Source: an optimization exercise on an open RTL-to-GDS flow (aim: small area, a short achievable clock period and few clock cycles). Production flows keep margins and buffers that such runs may drop. In this exercise RTL edits were held to simulation tests only and were not proved equivalent to the original. No activity file was given, so power comes from the tool's default toggle rates.

==> design.v <==
module crc16_byte (
    input  wire [15:0] crc_in,
    input  wire [7:0]  data,
    output wire [15:0] crc_out
);
    wire [15:0] c0 = crc_in ^ {8'h00, data};
    wire [15:0] c1 = c0[0] ? ((c0 >> 1) ^ 16'hA001) : (c0 >> 1);
    wire [15:0] c2 = c1[0] ? ((c1 >> 1) ^ 16'hA001) : (c1 >> 1);
    wire [15:0] c3 = c2[0] ? ((c2 >> 1) ^ 16'hA001) : (c2 >> 1);
    wire [15:0] c4 = c3[0] ? ((c3 >> 1) ^ 16'hA001) : (c3 >> 1);
    wire [15:0] c5 = c4[0] ? ((c4 >> 1) ^ 16'hA001) : (c4 >> 1);
    wire [15:0] c6 = c5[0] ? ((c5 >> 1) ^ 16'hA001) : (c5 >> 1);
    wire [15:0] c7 = c6[0] ? ((c6 >> 1) ^ 16'hA001) : (c6 >> 1);
    wire [15:0] c8 = c7[0] ? ((c7 >> 1) ^ 16'hA001) : (c7 >> 1);
    assign crc_out = c8;
endmodule
module modbus_rtu (
    input  wire        clk,
    input  wire        rst,
    input  wire        tick,
    input  wire        rx_valid,
    input  wire [7:0]  rx_data,
    input  wire        tx_ready,
    input  wire        bus_sel,
    input  wire        bus_we,
    input  wire [1:0]  bus_size,
    input  wire [11:0] bus_addr,
    input  wire [31:0] bus_wdata,
    output reg         done,
    output wire [31:0] bus_rdata,
    output reg         bus_err,
    output reg         tx_valid,
    output wire [7:0]  tx_data,
    output wire        irq,
    output wire        rx_enable
);
    localparam [31:0] ID_VALUE = 32'h4D42_5207;
    localparam [2:0] S_OFF  = 3'd0,
                     S_INIT = 3'd1,
                     S_IDLE = 3'd2,
                     S_RECV = 3'd3,
                     S_WAIT = 3'd4,
                     S_EMIT = 3'd5;
    reg [2:0]  state;
    reg        rd_rdy, crc_ok, txie, abandon;
    reg        f_tx_done, f_noise, f_rx_ovf, f_drop, f_cmd_err, f_cfg_err;
    reg        ie3;                       
    reg [5:0]  ie_hi;                     
    reg [15:0] t15, t35;
    reg        tmr15_en, tmr35_en;
    reg [15:0] tmr15_cnt, tmr35_cnt;
    reg [511:0] rxb;                      
    reg [511:0] txb;                      
    reg [6:0]  rx_len, tx_len, tx_cur;
    reg [15:0] crc;
    reg [31:0] st_rx, st_tx, st_noise, st_ovf, st_drop;
    reg [15:0] rc2;
    reg [7:0]  rba, rbb;
    reg [6:0]  tk;
    reg [15:0] tkc;
    reg        busy, wtx;
    reg [5:0]  aq, wlast;
    reg        rd_rx, rd_tx, rd_reg;
    wire held = (state == S_WAIT) && rd_rdy;
    assign rx_enable = (state == S_INIT) || (state == S_IDLE) ||
                       (state == S_RECV) || (state == S_WAIT);
    wire [13:0] status = {f_cfg_err, f_cmd_err, f_drop, f_rx_ovf, f_noise,
                          f_tx_done, abandon, rx_enable, txie, crc_ok, rd_rdy, state};
    assign irq = |({status[13:8], status[3]} & {ie_hi, ie3});
    function [31:0] sat_inc(input [31:0] v);
        sat_inc = (&v) ? v : v + 32'd1;
    endfunction
    wire go      = !busy;
    wire do_bus  = go && bus_sel;
    wire do_rx   = go && !bus_sel && rx_valid;
    wire do_tick = go && !bus_sel && !rx_valid && tick;
    wire do_txr  = go && !bus_sel && !rx_valid && !tick && tx_ready;
    wire [5:0] bidx    = bus_addr[7:2];
    wire       a_rxbuf = (bus_addr[11:8] == 4'h4);
    wire       a_txbuf = (bus_addr[11:8] == 4'h8);
    wire       a_low   = (bus_addr[11:8] == 4'h0);
    wire       a_reg   = a_low && (bus_addr[7:0] <= 8'h30 ||
                                   (bus_addr[7:0] >= 8'h40 && bus_addr[7:0] <= 8'h50));
    wire       a_ro    = a_low && (bus_addr[7:0] == 8'h00 || bus_addr[7:0] == 8'h18 ||
                                   bus_addr[7:0] == 8'h1C || bus_addr[7:0] == 8'h20 ||
                                   bus_addr[7:0] == 8'h24 || bus_addr[7:0] == 8'h28 ||
                                   bus_addr[7:0] >= 8'h40);
    wire       legal   = (bus_size == 2'd2) && (bus_addr[1:0] == 2'b00) &&
                         (a_reg || a_rxbuf || a_txbuf) &&
                         !(bus_we && (a_ro || a_rxbuf));
    wire       wr_ok   = do_bus && legal && bus_we;
    wire       txw     = wr_ok && a_txbuf && (state != S_EMIT);
    wire [7:0] cmd_op  = bus_wdata[7:0];
    wire [8:0] cmd_n   = bus_wdata[24:16];
    wire       cmd_bad = (|(bus_wdata & 32'hFE00_FF00)) || (cmd_op > 8'h08) ||
                         ((cmd_op == 8'h00 || cmd_op == 8'h01 || cmd_op == 8'h02 ||
                           cmd_op == 8'h03 || cmd_op == 8'h05 || cmd_op == 8'h08) &&
                          cmd_n != 9'd0);
    wire [7:0] rx_rd = rxb[{aq, 3'b000} +: 8];
    wire [7:0] tx_rd = txb[{aq, 3'b000} +: 8];
    reg [31:0] reg_value;
    always @(*) begin
        case (aq)
            6'h00: reg_value = ID_VALUE;
            6'h01: reg_value = {18'd0, status};
            6'h02: reg_value = {18'd0, ie_hi, 4'd0, ie3, 3'd0};
            6'h04: reg_value = {16'd0, t15};
            6'h05: reg_value = {16'd0, t35};
            6'h06: reg_value = {25'd0, rx_len};
            6'h07: reg_value = {25'd0, tx_len};
            6'h08: reg_value = {25'd0, tx_cur};
            6'h09: reg_value = {15'd0, tmr15_en, tmr15_cnt};
            6'h0A: reg_value = {15'd0, tmr35_en, tmr35_cnt};
            6'h0B: reg_value = {16'd0, crc};
            6'h10: reg_value = st_rx;
            6'h11: reg_value = st_tx;
            6'h12: reg_value = st_noise;
            6'h13: reg_value = st_ovf;
            6'h14: reg_value = st_drop;
            default: reg_value = 32'd0;
        endcase
    end
    assign bus_rdata = ({32{rd_rx}}  & {24'd0, rx_rd}) |
                       ({32{rd_tx}}  & {24'd0, tx_rd}) |
                       ({32{rd_reg}} & reg_value);
    assign tx_data   = tx_rd;
    wire [7:0]  wbyte = wtx ? tx_rd : rx_rd;
    wire [15:0] crc_nx;
    crc16_byte u_crc (.crc_in(crc), .data(busy ? wbyte : bus_wdata[7:0]), .crc_out(crc_nx));
    wire [15:0] tkc_nx, tkc_first;
    crc16_byte u_tkc   (.crc_in(tkc),      .data(bus_wdata[7:0]), .crc_out(tkc_nx));
    crc16_byte u_tkc0  (.crc_in(16'hFFFF), .data(bus_wdata[7:0]), .crc_out(tkc_first));
    wire [15:0] rc2_nx;
    crc16_byte u_rc2 (.crc_in(rc2), .data(rba), .crc_out(rc2_nx));
    wire [6:0]  rx_len_m2 = rx_len - 7'd2;
    wire        rx_from_c = (rx_len >= 7'd2) && (cmd_n[6:0] >= rx_len_m2);
    wire [6:0]  rx_sidx   = rx_from_c ? rx_len_m2 : 7'd0;
    wire [15:0] rx_scrc   = rx_from_c ? rc2 : 16'hFFFF;
    wire        tx_from_c = (cmd_n[6:0] >= tk);
    wire [6:0]  tx_sidx   = tx_from_c ? tk : 7'd0;
    wire [15:0] tx_scrc   = tx_from_c ? tkc : 16'hFFFF;
    wire        exp15      = tmr15_en && (tmr15_cnt == 16'd1);
    wire        exp35      = tmr35_en && (tmr35_cnt == 16'd1);
    wire [2:0]  state_t15  = (exp15 && state == S_RECV) ? S_WAIT : state;
    wire       rxw    = do_rx && ((state == S_IDLE) || (state == S_RECV && !rx_len[6]));
    wire [7:0] txw_d  = bus_wdata[7:0] & {8{~rst}};
    genvar g;
    generate
        for (g = 0; g < 64; g = g + 1) begin : g_buf
            always @(posedge clk)
                if (rxw && rx_len[5:0] == g)
                    rxb[8*g +: 8] <= rx_data;
            always @(posedge clk)
                if (rst || (txw && bidx == g))
                    txb[8*g +: 8] <= txw_d;
        end
    endgenerate
    always @(posedge clk) begin
        if (rst) begin
            state     <= S_OFF;
            rd_rdy    <= 1'b0;
            crc_ok    <= 1'b0;
            txie      <= 1'b0;
            abandon   <= 1'b0;
            f_tx_done <= 1'b0;
            f_noise   <= 1'b0;
            f_rx_ovf  <= 1'b0;
            f_drop    <= 1'b0;
            f_cmd_err <= 1'b0;
            f_cfg_err <= 1'b0;
            ie3       <= 1'b0;
            ie_hi     <= 6'd0;
            t15       <= 16'd0;
            t35       <= 16'd0;
            tmr15_en  <= 1'b0;
            tmr15_cnt <= 16'd0;
            tmr35_en  <= 1'b0;
            tmr35_cnt <= 16'd0;
            rx_len    <= 7'd0;
            tx_len    <= 7'd0;
            tx_cur    <= 7'd0;
            crc       <= 16'hFFFF;
            st_rx     <= 32'd0;
            st_tx     <= 32'd0;
            st_noise  <= 32'd0;
            st_ovf    <= 32'd0;
            st_drop   <= 32'd0;
            rc2       <= 16'hFFFF;
            rba       <= 8'd0;
            rbb       <= 8'd0;
            tk        <= 7'd0;
            tkc       <= 16'hFFFF;
            busy      <= 1'b0;
            wtx       <= 1'b0;
            aq        <= 6'd0;
            wlast     <= 6'd0;
            rd_rx     <= 1'b0;
            rd_tx     <= 1'b0;
            rd_reg    <= 1'b0;
            done      <= 1'b0;
            bus_err   <= 1'b0;
            tx_valid  <= 1'b0;
        end else begin
            done     <= 1'b0;
            tx_valid <= 1'b0;
            if (busy) begin
                crc <= crc_nx;
                if (aq == wlast) begin
                    busy <= 1'b0;
                    done <= 1'b1;
                end else begin
                    aq <= aq + 6'd1;
                end
            end
            if (do_bus) begin
                done    <= 1'b1;
                bus_err <= !legal;
                aq      <= bidx;
                rd_rx   <= legal && !bus_we && a_rxbuf && ({1'b0, bidx} < rx_len);
                rd_tx   <= legal && !bus_we && a_txbuf;
                rd_reg  <= legal && !bus_we && a_low;
                if (wr_ok) begin
                    if (a_txbuf) begin
                        if (state == S_EMIT) f_cmd_err <= 1'b1;
                        else begin
                            if ({1'b0, bidx} == tk) begin
                                tk  <= tk + 7'd1;
                                tkc <= tkc_nx;
                            end else if (bidx == 6'd0) begin
                                tk  <= 7'd1;
                                tkc <= tkc_first;
                            end else if ({1'b0, bidx} < tk) begin
                                tk  <= 7'd0;
                                tkc <= 16'hFFFF;
                            end
                        end
                    end else case (bus_addr[7:0])
                        8'h04: begin
                            if (bus_wdata[8])  f_tx_done <= 1'b0;
                            if (bus_wdata[9])  f_noise   <= 1'b0;
                            if (bus_wdata[10]) f_rx_ovf  <= 1'b0;
                            if (bus_wdata[11]) f_drop    <= 1'b0;
                            if (bus_wdata[12]) f_cmd_err <= 1'b0;
                            if (bus_wdata[13]) f_cfg_err <= 1'b0;
                        end
                        8'h08: begin
                            ie3   <= bus_wdata[3];
                            ie_hi <= bus_wdata[13:8];
                        end
                        8'h10: if (state == S_OFF) t15 <= bus_wdata[15:0];
                               else f_cmd_err <= 1'b1;
                        8'h14: if (state == S_OFF) t35 <= bus_wdata[15:0];
                               else f_cmd_err <= 1'b1;
                        8'h2C: crc <= bus_wdata[15:0];
                        8'h30: crc <= crc_nx;
                        8'h0C: begin
                            if (cmd_bad) f_cmd_err <= 1'b1;
                            else case (cmd_op)
                                8'h01: begin  
                                    if (state != S_OFF) f_cmd_err <= 1'b1;
                                    else if (!(t15 >= 16'd1 && t15 < t35)) f_cfg_err <= 1'b1;
                                    else begin
                                        state     <= S_INIT;
                                        rx_len    <= 7'd0;
                                        rd_rdy    <= 1'b0;
                                        crc_ok    <= 1'b0;
                                        abandon   <= 1'b0;
                                        tx_len    <= 7'd0;
                                        tx_cur    <= 7'd0;
                                        txie      <= 1'b0;
                                        tmr15_en  <= 1'b0;
                                        tmr15_cnt <= 16'd0;
                                        tmr35_en  <= 1'b1;
                                        tmr35_cnt <= t35;
                                    end
                                end
                                8'h02: begin  
                                    if (state != S_OFF) begin
                                        state     <= S_OFF;
                                        rx_len    <= 7'd0;
                                        rd_rdy    <= 1'b0;
                                        crc_ok    <= 1'b0;
                                        abandon   <= 1'b0;
                                        tx_len    <= 7'd0;
                                        tx_cur    <= 7'd0;
                                        txie      <= 1'b0;
                                        tmr15_en  <= 1'b0;
                                        tmr15_cnt <= 16'd0;
                                        tmr35_en  <= 1'b0;
                                        tmr35_cnt <= 16'd0;
                                    end
                                end
                                8'h03: begin  
                                    if (!held) f_cmd_err <= 1'b1;
                                    else begin
                                        rd_rdy <= 1'b0;
                                        crc_ok <= 1'b0;
                                        rx_len <= 7'd0;
                                        state  <= S_IDLE;
                                    end
                                end
                                8'h04: begin  
                                    if (!held || cmd_n < 9'd1 || cmd_n > 9'd64) f_cmd_err <= 1'b1;
                                    else begin
                                        rd_rdy <= 1'b0;
                                        crc_ok <= 1'b0;
                                        rx_len <= 7'd0;
                                        tx_len <= cmd_n[6:0];
                                        tx_cur <= 7'd0;
                                        txie   <= 1'b1;
                                        state  <= S_EMIT;
                                    end
                                end
                                8'h05: crc <= 16'hFFFF;  
                                8'h06: begin  
                                    if (cmd_n > {2'b0, rx_len}) f_cmd_err <= 1'b1;
                                    else begin
                                        crc <= rx_scrc;
                                        if (cmd_n[6:0] != rx_sidx) begin
                                            busy  <= 1'b1;
                                            done  <= 1'b0;
                                            wtx   <= 1'b0;
                                            aq    <= rx_sidx[5:0];
                                            wlast <= cmd_n[5:0] - 6'd1;
                                        end
                                    end
                                end
                                8'h07: begin  
                                    if (cmd_n > 9'd64) f_cmd_err <= 1'b1;
                                    else begin
                                        crc <= tx_scrc;
                                        if (cmd_n[6:0] != tx_sidx) begin
                                            busy  <= 1'b1;
                                            done  <= 1'b0;
                                            wtx   <= 1'b1;
                                            aq    <= tx_sidx[5:0];
                                            wlast <= cmd_n[5:0] - 6'd1;
                                        end
                                    end
                                end
                                8'h08: begin  
                                    st_rx    <= 32'd0;
                                    st_tx    <= 32'd0;
                                    st_noise <= 32'd0;
                                    st_ovf   <= 32'd0;
                                    st_drop  <= 32'd0;
                                end
                                default: ;  
                            endcase
                        end
                        default: ;
                    endcase
                end
            end
            if (do_rx) begin
                done <= 1'b1;
                if (rxw) begin
                    rbb <= rx_data;
                    rba <= rbb;
                    rc2 <= (rx_len >= 7'd2) ? rc2_nx : 16'hFFFF;
                end
                case (state)
                    S_INIT: begin
                        tmr35_en  <= 1'b1;
                        tmr35_cnt <= t35;
                    end
                    S_IDLE: begin
                        rx_len    <= 7'd1;
                        tmr15_en  <= 1'b1;
                        tmr15_cnt <= t15;
                        tmr35_en  <= 1'b1;
                        tmr35_cnt <= t35;
                        state     <= S_RECV;
                    end
                    S_RECV: begin
                        if (!rx_len[6]) begin
                            rx_len    <= rx_len + 7'd1;
                            tmr15_en  <= 1'b1;
                            tmr15_cnt <= t15;
                            tmr35_en  <= 1'b1;
                            tmr35_cnt <= t35;
                        end else begin
                            rx_len    <= 7'd0;
                            tmr15_en  <= 1'b0;
                            tmr15_cnt <= 16'd0;
                            tmr35_en  <= 1'b0;
                            tmr35_cnt <= 16'd0;
                            state     <= S_IDLE;
                            f_rx_ovf  <= 1'b1;
                            st_ovf    <= sat_inc(st_ovf);
                        end
                    end
                    S_WAIT: begin
                        if (rd_rdy) begin
                            f_drop  <= 1'b1;
                            st_drop <= sat_inc(st_drop);
                        end else begin
                            abandon   <= 1'b1;
                            rx_len    <= 7'd0;
                            tmr35_en  <= 1'b1;
                            tmr35_cnt <= t35;
                            f_noise   <= 1'b1;
                            st_noise  <= sat_inc(st_noise);
                        end
                    end
                    default: ;  
                endcase
            end
            if (do_tick) begin
                done <= 1'b1;
                if (tmr15_en) begin
                    tmr15_cnt <= tmr15_cnt - 16'd1;
                    if (exp15) tmr15_en <= 1'b0;
                end
                if (tmr35_en) begin
                    tmr35_cnt <= tmr35_cnt - 16'd1;
                    if (exp35) tmr35_en <= 1'b0;
                end
                state <= state_t15;
                if (exp35) begin
                    case (state_t15)
                        S_INIT: state <= S_IDLE;
                        S_WAIT: begin
                            if (abandon) begin
                                abandon <= 1'b0;
                                rx_len  <= 7'd0;
                                state   <= S_IDLE;
                            end else begin
                                rd_rdy <= 1'b1;
                                st_rx  <= sat_inc(st_rx);
                                crc_ok <= (rx_len >= 7'd4) && (rc2 == {rbb, rba});
                            end
                        end
                        S_EMIT: begin
                            state     <= S_IDLE;
                            rx_len    <= 7'd0;
                            f_tx_done <= 1'b1;
                            st_tx     <= sat_inc(st_tx);
                        end
                        default: ;
                    endcase
                end
            end
            if (do_txr) begin
                done <= 1'b1;
                aq   <= tx_cur[5:0];
                if (state == S_EMIT && txie) begin
                    if (tx_cur < tx_len) begin
                        tx_valid <= 1'b1;
                        tx_cur   <= tx_cur + 7'd1;
                    end else begin
                        txie      <= 1'b0;
                        tmr35_en  <= 1'b1;
                        tmr35_cnt <= t35;
                    end
                end
            end
        end
    end
endmodule
==> run.sh <==
#!/bin/bash
# synth_recipe.tcl (not shown) runs the flow's synth.tcl, then flattens the netlist and writes it again
# the make line also repeats each setting of config.mk as NAME=value (left out here)
make -C /OpenROAD-flow-scripts/flow DESIGN_CONFIG=/design/flow/config.mk WORK_HOME=/design/flow/orfs CLKGATE_MAP_FILE= SYNTH_SCRIPT=/design/flow/synth_recipe.tcl finish
==> config.mk <==
export PLATFORM = sky130hd
export DESIGN_NAME = modbus_rtu
export DESIGN_NICKNAME = modbus_rtu
export VERILOG_FILES = /design/flow/design.v
export SDC_FILE = /design/flow/constraint.sdc
export NUM_CORES = 4
export LEC_CHECK = 0
export CAP_MARGIN = 20
export CORE_MARGIN = 2
export CORE_UTILIZATION = 40
export SLEW_MARGIN = 20
==> constraint.sdc <==
create_clock -name core_clock -period 10.0 [get_ports {clk}]
set_input_delay 2.0000 -clock core_clock [delete_from_list [all_inputs] [get_ports {clk}]]
set_output_delay 2.0000 -clock core_clock [all_outputs]
set_load 0.01 [all_outputs]
==> summary.txt <==
Timing
  • Slew Limit Headroom: between 20% and 30%
  • Crit path time final: 7.42 ns
  • RSZ-0062 raised after global routing: false
  • Slew Limit Fails: 0
  • Final Skew: ~0.037 ns
  • Final Hold Violating Endpoints: 0
  • Final TNS setup: 0 ns
  • Worst-margin pin slew: approximately 1.2 ns
  • Max Clock Freq: 135 MHz
  • Final WS setup: 2.58 ns
  • Fin crit share: roughly three quarters
  • Setup violators final: 0

Clocking
  • Postcts setup bufs: 0
  • TritonCTS clock tree: yes
  • Clk root buf: clkbuf_16
  • Clk pin slew, worst setup/hold paths: about 0.060 ns
  • Buffer depth of the longest clock path: 3
  • CTS Hold Buffers Added: 0
  • Clk Latency, worst-skew pair: 0.81 ns
  • Clock sink count: around 1,400
  • Inserted Clock Buffers: roughly 150
  • Post-cts gate resize count: 0
  • H-tree Lvls: 4

Yosys
  • Top FF cell, synth: edfxtp_1
  • Largest area contributor in the netlist: edfxtp_1
  • Mapped Cells: 5,057
  • Top post-synthesis cells by area: edfxtp_1, dfxtp_1, mux4_2
  • Seq cells post-synth: about 1,400
  • Syn avg cell area: 12.6 µm²
  • Asr flop ratio synth: 0%
  • Synth warn: 1
  • Post-Syn Nets: 5,206
  • Most frequent cell after synthesis: edfxtp_1
  • Number of distinct library cells after synthesis: 85
  • Sequential element share of the synthesized area: 59.7%
  • Cell area after synthesis: 63,500 µm²
  • Top-area cell type share of the netlist area: 48.4%
  • Commonest cells post-synth: edfxtp_1, nand2_1, nor2_1
  • Number of flops mapped to enable cells by yosys: 1,024

Final layout
  • Largest registers: rxb: 512 flops, txb: 512 flops
  • Number of nets in the layout: ~5,200
  • Post-Layout Inst Area: about 71,000 µm²
  • Area Growth Syn to Fin: 12.2%
  • FILL cells: 14,100
  • Share of layout cells above drive strength 1: 12.5%

Routing
  • DR DRC count: 0
  • Initial DRC count: 6,184
  • Wire per inst: 27.9 µm
  • Vias per cell: roughly 6.2
  • Via Count: 44,900
  • DR pass1 iterations: 6
  • Antenna Nets Post-Route: 0
  • Total wire length: 203,000 µm

Global route
  • Largest net degree at the start of global routing: 96
  • Total Routing Usage GR: 24.4%
  • First-pass GRT wire length: 292,000 µm
  • Vias in the first global route: 41,800
  • Initial antenna violation count: 17
  • Grt total ovfl: 0

Place
  • Pre-CTS setup slack: 3.07 ns
  • Dpl cell area: approximately 67,000 µm²
  • Detail Placement HPWL: around 140,000 µm
  • GPL Wtd Cong: 0.992
  • # port buffers: 105

Power
  • Seq pwr share: 50.6%
  • VDD IR-drop max: 0.000155 V
  • Gate power share: 8.1%
  • Switch share: 24.4%
  • Leak Pwr: 23.0 nW
  • Power density over cell area: 177 nW/µm²
  • Psw: 3.08 mW
  • Clock power share: 41.3%
  • Int Power: ~9.6 mW

Worst setup path
  • WP data arrival: between 5 and 6 ns
  • Req. time, crit path: approximately 8.0 ns
  • Worst setup SP type: flop
  • CP endpoint kind: output port
  • Crit Path Class: flop to output port
  • CP Max Fanout: 32

Floorplan
  • Num ports: 106
  • Core Rows: ~150
  • Die Wd: 403 µm
  • Core ar.: 158,000 µm²
  • Full die area: roughly 160,000 µm²
  • Starting density of the core: 40.2%
  • Die Y: 403 µm

Run status
  • Status: timing/DRC/antenna clean

Run
  • Max-Cap Viols: 0

Hold path
  • HP Class: flop to flop
[metrics by stage]
stage               instances  total power [mW]  util [%]  hold WS, ns
floorplan                5057              7.09         -        0.445
global placement         7010              7.51      42.2        0.456
detailed placement       7012              7.53      42.2        0.462
CTS                      7272              12.7      45.1        0.471
global route             7274              13.0      45.1        0.487
finish                   7277              12.6      45.1        0.467
[cell families (layout without fill, tap and decap cells)]
family,after synthesis,after routing,share of synthesized area [%]
AO/OA/AOI/OAI,1151,1151,12.1
other,0,5,0
adder cells (fa/ha/maj),88,88,1.73
AND/OR/NAND/NOR,1531,1531,11.3
multiplexers,361,361,10.6
flip-flops,1382,1382,59.7
XOR/XNOR,134,134,1.92
buffers and inverters,410,553,2.77
[cells in the final DEF, fill, tap and decap left out, types with 25 or more instances in the layout]
cell | synthesis | layout
a221oi_1 | 67 | 67
buf_4 | 16 | 100
clkdlybuf4s50_1 | 0 | 96
o21ai_0 | 189 | 189
nand3_1 | 143 | 143
and3_1 | 84 | 84
edfxtp_1 | 1024 | 1024
o22ai_1 | 30 | 30
nand2_1 | 445 | 445
xnor2_1 | 76 | 76
and2_1 | 31 | 31
a31oi_1 | 106 | 106
clkbuf_16 | 0 | 146
nand4_1 | 46 | 46
nor2b_1 | 28 | 25
a22o_1 | 55 | 55
a311oi_1 | 27 | 27
clkinv_2 | 0 | 25
nand3b_1 | 36 | 36
a21o_1 | 50 | 50
mux2i_1 | 104 | 104
clkbuf_1 | 250 | 33
inv_1 | 82 | 81
nor3_1 | 127 | 119
ha_1 | 88 | 88
a21oi_1 | 301 | 300
a211oi_1 | 43 | 42
mux4_2 | 246 | 246
nor2_1 | 442 | 431
xor2_1 | 55 | 55
nand2b_1 | 28 | 28
clkinv_1 | 2 | 26
or3_1 | 32 | 32
a22oi_1 | 97 | 97
dfxtp_1 | 358 | 354
[layer usage]
metal / global-route usage (%) / vias up / part of all wire, %
met4: 9.64 / 16 / 4.2
met5: 0 / - / 0.053
li1: - / 19600 / -
met3: 5.82 / 411 / 9.7
met2: 36.9 / 2234 / 45
met1: 33.9 / 22600 / 41
[critical path: stages (launching register included)]
cell and delay [ns]:
dfxtp_1 0.44, buf_4 0.30, nor2_1 0.40, buf_4 0.27
and3_1 0.82, nor3_1 0.15, nand2_1 0.12, o21ai_2 0.05
buf_4 0.27, a21oi_1 0.66, a21oi_1 0.10, o31ai_1 0.31
clkdlybuf4s50_1 0.70
[area by class of cell]
| cell class | count | area (µm²) | share of cell area (%) |
|---|---|---|---|
| multi-input cells | 3265 | 24000 | 33.7 |
| diodes | 5 | 12.5 | 0.0176 |
| inverters | 85 | 320 | 0.450 |
| repair buffers | 208 | 1840 | 2.59 |
| clock buffers | 186 | 3870 | 5.44 |
| clock inverters | 74 | 634 | 0.890 |
| flip-flops and latches | 1382 | 37900 | 53.2 |
| well taps | 2072 | 2590 | 3.64 |
[worst paths after layout]
check	start	endpoint	slack, ns	depth (start not counted)
worst max register to register	aq[0]	crc[0]	4.25	13
worst min-delay path	rba[7]	rba[7]	0.47	2
worst max-delay path	aq[5]	bus_rdata[7]	2.58	12
worst min register to register	rba[7]	rba[7]	0.47	2
[power by group through the flow]
stage,Clock [mW],Sequential [mW],Combinational [mW]
final,5.22,6.40,1.02
after global routing,5.49,6.41,1.06
after CTS,5.28,6.40,1.01
after detailed placement,0,6.52,1.01
after global placement,0,6.51,0.998
after floorplan,0,6.49,0.594
Testbench counts, summed over its fixed seeds: cycles 10,758.

==> re-timing with driven ports <==
How much do the figures lean on ideal ports? The routed layout below was timed once more, with nothing changed but the port constraints.
Step 1 assumes that a clkbuf_16 drives the clock port and a buf_2 every other input.
Step 2 times the ports against the registers' clock, not the clock port: input delays grow and output delays shrink by t, the midpoint of the rising clock arrivals with the driver on.
Three values: no drivers, after step 1, after step 2; two values: the first two.
t, ns: 0.867
setup WS [ns]: 2.584 / 2.505 / 2.905
worst setup path after step 2: input to register
clock arrival spread, ns: 0.044 / 0.043
pins driven straight from the clock port: 1
After both steps setup and hold are still met in this run. For this run, drivers alone change the setup slack by -0.079 ns; drivers and shift together by +0.321 ns.
